Context: an optimization exercise on an open-source flow, tuned for small area, a short achievable clock period and few clock cycles. The choices shown serve that exercise and are no tape-out recipe.
RTL that was checked went through simulation tests only; none was proved equivalent to the original.

==> 04-04: inputs <==
// u128_unit
module u128_unit (
    input  wire        clk,
    input  wire        rst,       
    input  wire        req,       
    input  wire        we,        
    input  wire [5:0]  addr,      
    input  wire [31:0] wdata,
    output wire        ready,     
    output wire [31:0] rdata      
);
Settings: LEC_CHECK=0, ABC_AREA=1, CAP_MARGIN=20, CELL_PAD_IN_SITES_DETAIL_PLACEMENT=1, CELL_PAD_IN_SITES_GLOBAL_PLACEMENT=1, CORE_MARGIN=2, CORE_UTILIZATION=35, PLACE_DENSITY=0.45, SETUP_SLACK_MARGIN=5, SLEW_MARGIN=20; clock period 13.0 ns.
standard.sh (not shown) runs the stock make flow with config.mk's settings and CLKGATE_MAP_FILE= SYNTH_SCRIPT=/design/flow/synth_recipe.tcl, a recipe that flattens the netlist after the stock synthesis.
==> flow/flow/run.sh <==
#!/bin/bash
# The standard layout flow, with buf_4 as the port buffer cell and
# repair_timing aiming for a setup slack of 7 ns at the design's clock
# period; tool output goes to standard.log.
bash standard.sh "BUFFER_PORTS_ARGS=-buffer_cell sky130_fd_sc_hd__buf_4" SETUP_SLACK_MARGIN=7 finish > standard.log 2>&1
==> inputs of 11-06, as changes to 04-04 <==
--- a/flow/design.v
+++ b/flow/design.v
@@ -34,24 +34,22 @@
     reg [4:0]   step_q;           
     reg         add_q, sub_q;     
     reg         shl_q, shr_q;     
     reg [6:0]   sh_q;             
     reg [31:0]  rdata_q;          
     reg [5:0]   paddr_q;          
     reg         pval_q;           
     wire busy   = conv_q | norm_q | add_q | sub_q | shl_q | shr_q;
-    wire p_eq   = (addr == paddr_q);
-    wire rd_hit = pval_q & p_eq;
-    assign ready = (we & ~busy) | (p_eq & pval_q & ~busy);
+    wire rd_hit = pval_q & (addr == paddr_q);
+    assign ready = ~busy & (we | rd_hit);
     assign rdata = rdata_q;
     wire wr      = req & we & ~busy;
-    wire rdreq   = req & ~we & ~busy;
-    wire rd      = rdreq & rd_hit;
-    wire rd_miss = rdreq & ~rd_hit;
+    wire rd      = req & ~we & ~busy & rd_hit;
+    wire rd_miss = req & ~we & ~busy & ~rd_hit;
     wire cmd_wr  = wr & (addr == 6'd12);
     wire [7:0]  op  = wdata[7:0];
     wire [7:0]  ch  = wdata[15:8];
     wire        rsv_zero = (wdata[31:16] == 16'd0);
     wire        ch_zero  = (ch == 8'd0);
     wire is_add  = (op == OP_ADD);
     wire is_sub  = (op == OP_SUB);
     wire is_and  = (op == OP_AND);
@@ -93,17 +91,16 @@
                 pg_p[bi] = pg_p[bi] & pg_p[bi-bd];
             end
     end
     wire [128:0] carry = {pg_g | (pg_p & {128{add_c}}), add_c};
     wire [127:0] sum   = add_x ^ add_y ^ carry[127:0];
     wire         cout  = carry[128];
     wire [127:0] dec_next = {sum[127:4], dec_lo[3:0]};
     wire         dec_ovf = cout | (|dacc_q[127:125]);
-    wire [127:0] dacc_v  = dacc_q | {128{derr_q == 2'd2}};
     wire shift_big = |b_q[127:7];
     reg [3:0] tt;
     always @(*) begin
         tt = 4'b0000;
         if (is_and) tt = 4'b1000;
         if (is_or)  tt = 4'b1110;
         if (is_xor) tt = 4'b0110;
         if (is_not) tt = 4'b0011;
@@ -289,17 +286,17 @@
                 dd[4*k] = dd[4*k] | (ins[k] & chunk[K-1-l]);
         end
     end
     reg [127:0] r_d;
     always @(*) begin
         r_d = r_q;
         if (cmd_ok & (is_and | is_or | is_xor | is_not | is_shl | is_shr)) r_d = lu;
         if (cmd_ok & is_lzc) r_d = {120'd0, lzc};
-        if (cmd_ok & is_dend) r_d = dacc_v;
+        if (cmd_ok & is_dend) r_d = dacc_q;
         if (arith) r_d = sum;
         if (shl_q) r_d = (sh_q >= 7'd8) ? {r_q[119:0], 8'd0} : {r_q[126:0], 1'b0};
         if (shr_q) r_d = (sh_q >= 7'd8) ? {8'd0, r_q[127:8]} : {1'b0, r_q[127:1]};
         if (rst) r_d = 128'd0;
     end
     reg [5:0] dlen_d;
     always @(*) begin
         dlen_d = dlen_q;
@@ -325,79 +322,61 @@
     wire hazard = (p_ab & wr & (addr == pnext)) |
                   ((pnext == 6'd13) & cmd_wr) |
                   (p_r123 & r_chg) |
                   (p_dstr & (busy | (cmd_ok & is_b2d))) |
                   (p_dacc & cmd_ok & (is_dsta | is_ddig | is_dend));
     function [7:0] dchar(input integer idx);
         dchar = ({2'b00, {2{idx < dlen_q}}, 4'd0}) | {4'd0, dig_q[155 - 4*idx -: 4]};
     endfunction
-    wire [31:0] wv [0:31];
-    assign wv[0]  = a_q[127:96];
-    assign wv[1]  = a_q[95:64];
-    assign wv[2]  = a_q[63:32];
-    assign wv[3]  = a_q[31:0];
-    assign wv[4]  = b_q[127:96];
-    assign wv[5]  = b_q[95:64];
-    assign wv[6]  = b_q[63:32];
-    assign wv[7]  = b_q[31:0];
-    assign wv[8]  = r_d[127:96];
-    assign wv[9]  = r_q[95:64];
-    assign wv[10] = r_q[63:32];
-    assign wv[11] = r_q[31:0];
-    assign wv[12] = 32'd0;
-    assign wv[13] = {23'd0, dseen_q, 2'b00, derr_q, 2'b00, err_q};
-    assign wv[14] = {26'd0, dlen_d};
-    assign wv[15] = 32'd0;
-    assign wv[16] = {dchar(0),  dchar(1),  dchar(2),  dchar(3)};
-    assign wv[17] = {dchar(4),  dchar(5),  dchar(6),  dchar(7)};
-    assign wv[18] = {dchar(8),  dchar(9),  dchar(10), dchar(11)};
-    assign wv[19] = {dchar(12), dchar(13), dchar(14), dchar(15)};
-    assign wv[20] = {dchar(16), dchar(17), dchar(18), dchar(19)};
-    assign wv[21] = {dchar(20), dchar(21), dchar(22), dchar(23)};
-    assign wv[22] = {dchar(24), dchar(25), dchar(26), dchar(27)};
-    assign wv[23] = {dchar(28), dchar(29), dchar(30), dchar(31)};
-    assign wv[24] = {dchar(32), dchar(33), dchar(34), dchar(35)};
-    assign wv[25] = {dchar(36), dchar(37), dchar(38), 8'd0};
-    assign wv[26] = 32'd0;
-    assign wv[27] = 32'd0;
-    assign wv[28] = dacc_v[127:96];
-    assign wv[29] = dacc_v[95:64];
-    assign wv[30] = dacc_v[63:32];
-    assign wv[31] = dacc_v[31:0];
-    wire [63:0] oh_addr = 64'd1 << addr;
-    wire [63:0] oh_hold = 64'd1 << paddr_q;
-    reg  [63:0] oh_seq;
-    always @(*) begin
-        oh_seq     = {oh_addr[62:0], oh_addr[63]};
-        oh_seq[12] = 1'b0;
-        oh_seq[13] = oh_addr[11] | oh_addr[12];
-        oh_seq[15] = 1'b0;
-        oh_seq[16] = oh_addr[14] | oh_addr[15];
-    end
-    wire [63:0] psel = cmd_wr           ? (is_b2d ? (64'd1 << 14) : (64'd1 << 8)) :
-                       (rdreq & pval_q) ? oh_seq : oh_hold;
-    wire pmatch = ~rdreq | p_eq;
     reg [31:0] pword;
-    integer pj;
     always @(*) begin
         pword = 32'd0;
-        for (pj = 0; pj < 32; pj = pj + 1)
-            pword = pword | (wv[pj] & {32{psel[pj]}});
+        case (pnext)
+            6'd0:  pword = a_q[127:96];
+            6'd1:  pword = a_q[95:64];
+            6'd2:  pword = a_q[63:32];
+            6'd3:  pword = a_q[31:0];
+            6'd4:  pword = b_q[127:96];
+            6'd5:  pword = b_q[95:64];
+            6'd6:  pword = b_q[63:32];
+            6'd7:  pword = b_q[31:0];
+            6'd8:  pword = r_d[127:96];
+            6'd9:  pword = r_q[95:64];
+            6'd10: pword = r_q[63:32];
+            6'd11: pword = r_q[31:0];
+            6'd13: pword = {23'd0, dseen_q, 2'b00, derr_q, 2'b00, err_q};
+            6'd14: pword = {26'd0, dlen_d};
+            6'd16: pword = {dchar(0),  dchar(1),  dchar(2),  dchar(3)};
+            6'd17: pword = {dchar(4),  dchar(5),  dchar(6),  dchar(7)};
+            6'd18: pword = {dchar(8),  dchar(9),  dchar(10), dchar(11)};
+            6'd19: pword = {dchar(12), dchar(13), dchar(14), dchar(15)};
+            6'd20: pword = {dchar(16), dchar(17), dchar(18), dchar(19)};
+            6'd21: pword = {dchar(20), dchar(21), dchar(22), dchar(23)};
+            6'd22: pword = {dchar(24), dchar(25), dchar(26), dchar(27)};
+            6'd23: pword = {dchar(28), dchar(29), dchar(30), dchar(31)};
+            6'd24: pword = {dchar(32), dchar(33), dchar(34), dchar(35)};
+            6'd25: pword = {dchar(36), dchar(37), dchar(38), 8'd0};
+            6'd28: pword = dacc_q[127:96];
+            6'd29: pword = dacc_q[95:64];
+            6'd30: pword = dacc_q[63:32];
+            6'd31: pword = dacc_q[31:0];
+            default: pword = 32'd0;
+        endcase
     end
     always @(posedge clk) begin
         r_q     <= r_d;
         dlen_q  <= dlen_d;
         rdata_q <= pword;
         if (rst) begin
             paddr_q <= 6'd0;
             pval_q  <= 1'b0;
         end else begin
             paddr_q <= pnext;
-            pval_q  <= ~hazard & pmatch;
+            pval_q  <= ~hazard;
         end
     end
     always @(posedge clk) begin
         if (rst) begin
             a_q     <= 128'd0;
             b_q     <= 128'd0;
             dacc_q  <= 128'd0;
             dseen_q <= 1'b0;
@@ -447,22 +426,22 @@
                 end
                 if (is_ddig) begin
                     dseen_q <= 1'b1;
                     if (derr_q != 2'd0) begin
                         err_q <= derr_q;
                     end else if (!is_digit) begin
                         derr_q <= 2'd1;
                         err_q  <= 2'd1;
+                    end else if (dec_ovf) begin
+                        dacc_q <= {128{1'b1}};
+                        derr_q <= 2'd2;
+                        err_q  <= 2'd2;
                     end else begin
                         dacc_q <= dec_next;
-                        if (dec_ovf) begin
-                            derr_q <= 2'd2;
-                            err_q  <= 2'd2;
-                        end
                     end
                 end
                 if (is_dend) begin
                     if (derr_q != 2'd0)
                         err_q <= derr_q;
                     else if (!dseen_q)
                         err_q <= 2'd1;
                     dacc_q  <= 128'd0;
==> flow/flow/run.sh (replaced) <==
#!/bin/bash
# The standard layout flow, with repair_timing aiming for a setup slack
# of 6.5 ns at the design's clock period; tool output goes to standard.log.
bash standard.sh SETUP_SLACK_MARGIN=6.5 finish > standard.log 2>&1
==> reports/metrics.cfg <==
[cells_and_area]
multi_input_gates = 9175
multiInputGateArea_um2 = 47000
seqCellArea_um2 = 14700

[power]
leakage_nw = 33.1

[yosys]
synthSimpleGateAreaFrac_pct = 34.4
synth.area.top_cells = dfxtp_1 21%, nand2_1 16%, a21oi_1 8.7%

[route]
wl_met3_mm = 75.0
routedWlPerCell_um = 37.7

[status]
status = finished clean

The numbers above come from 04-04.

==> reports/metrics.cfg <==
[power]
power_density_nw_per_um2 = 77.3
leakage_nw = 29.6

[yosys]
synth.area.top_cells = dfxtp_1 22%, nand2_1 15%, a21oi_1 11%

[route]
routedWlPerCell_um = 37.9
firstDrtPassIters = 9
wl_met3_mm = 71.2

[status]
status = finished clean

[cells_and_area]
multiInputGateArea_um2 = 45200
seqCellArea_um2 = 14700

[clock_tree]
numCtsBuffers = 99

[worst_hold_path]
min_to = r_q[68]

The numbers above come from 11-06.

Testbench counts of 04-04, summed over its fixed seeds: cycles 8,305.
No functional check of the RTL was part of 11-06.

static timing again, ports no longer ideal:
How much do the figures lean on ideal ports? The routed layouts below were timed once more, with nothing changed but the port constraints.
Step 1 (the two cells are an assumption about what drives the block):
set clk [get_ports {clk}]
set_driving_cell -lib_cell sky130_fd_sc_hd__clkbuf_16 $clk
set_driving_cell -lib_cell sky130_fd_sc_hd__buf_2 [delete_from_list [all_inputs] $clk]
Step 2 also shifts input and output timing later by t, the mid clock arrival at the registers, as if the neighbouring blocks saw the same clock.
a / b / c = ideal / step 1 / step 2; a / b = the first two.
run | shift t [ns] | setup WS [ns] | worst setup path after step 2 | pins driven straight from the clock port
04-04 | 0.905 | 6.591 / 6.499 / 5.709 | input to register | 1
11-06 | 0.928 | 6.306 / 6.253 / 5.325 | input to register | 1
After both steps every run listed still meets setup and hold. The setup slack of 11-06, which loses most, moves by -0.053 ns with the drivers and by -0.981 ns with both steps.
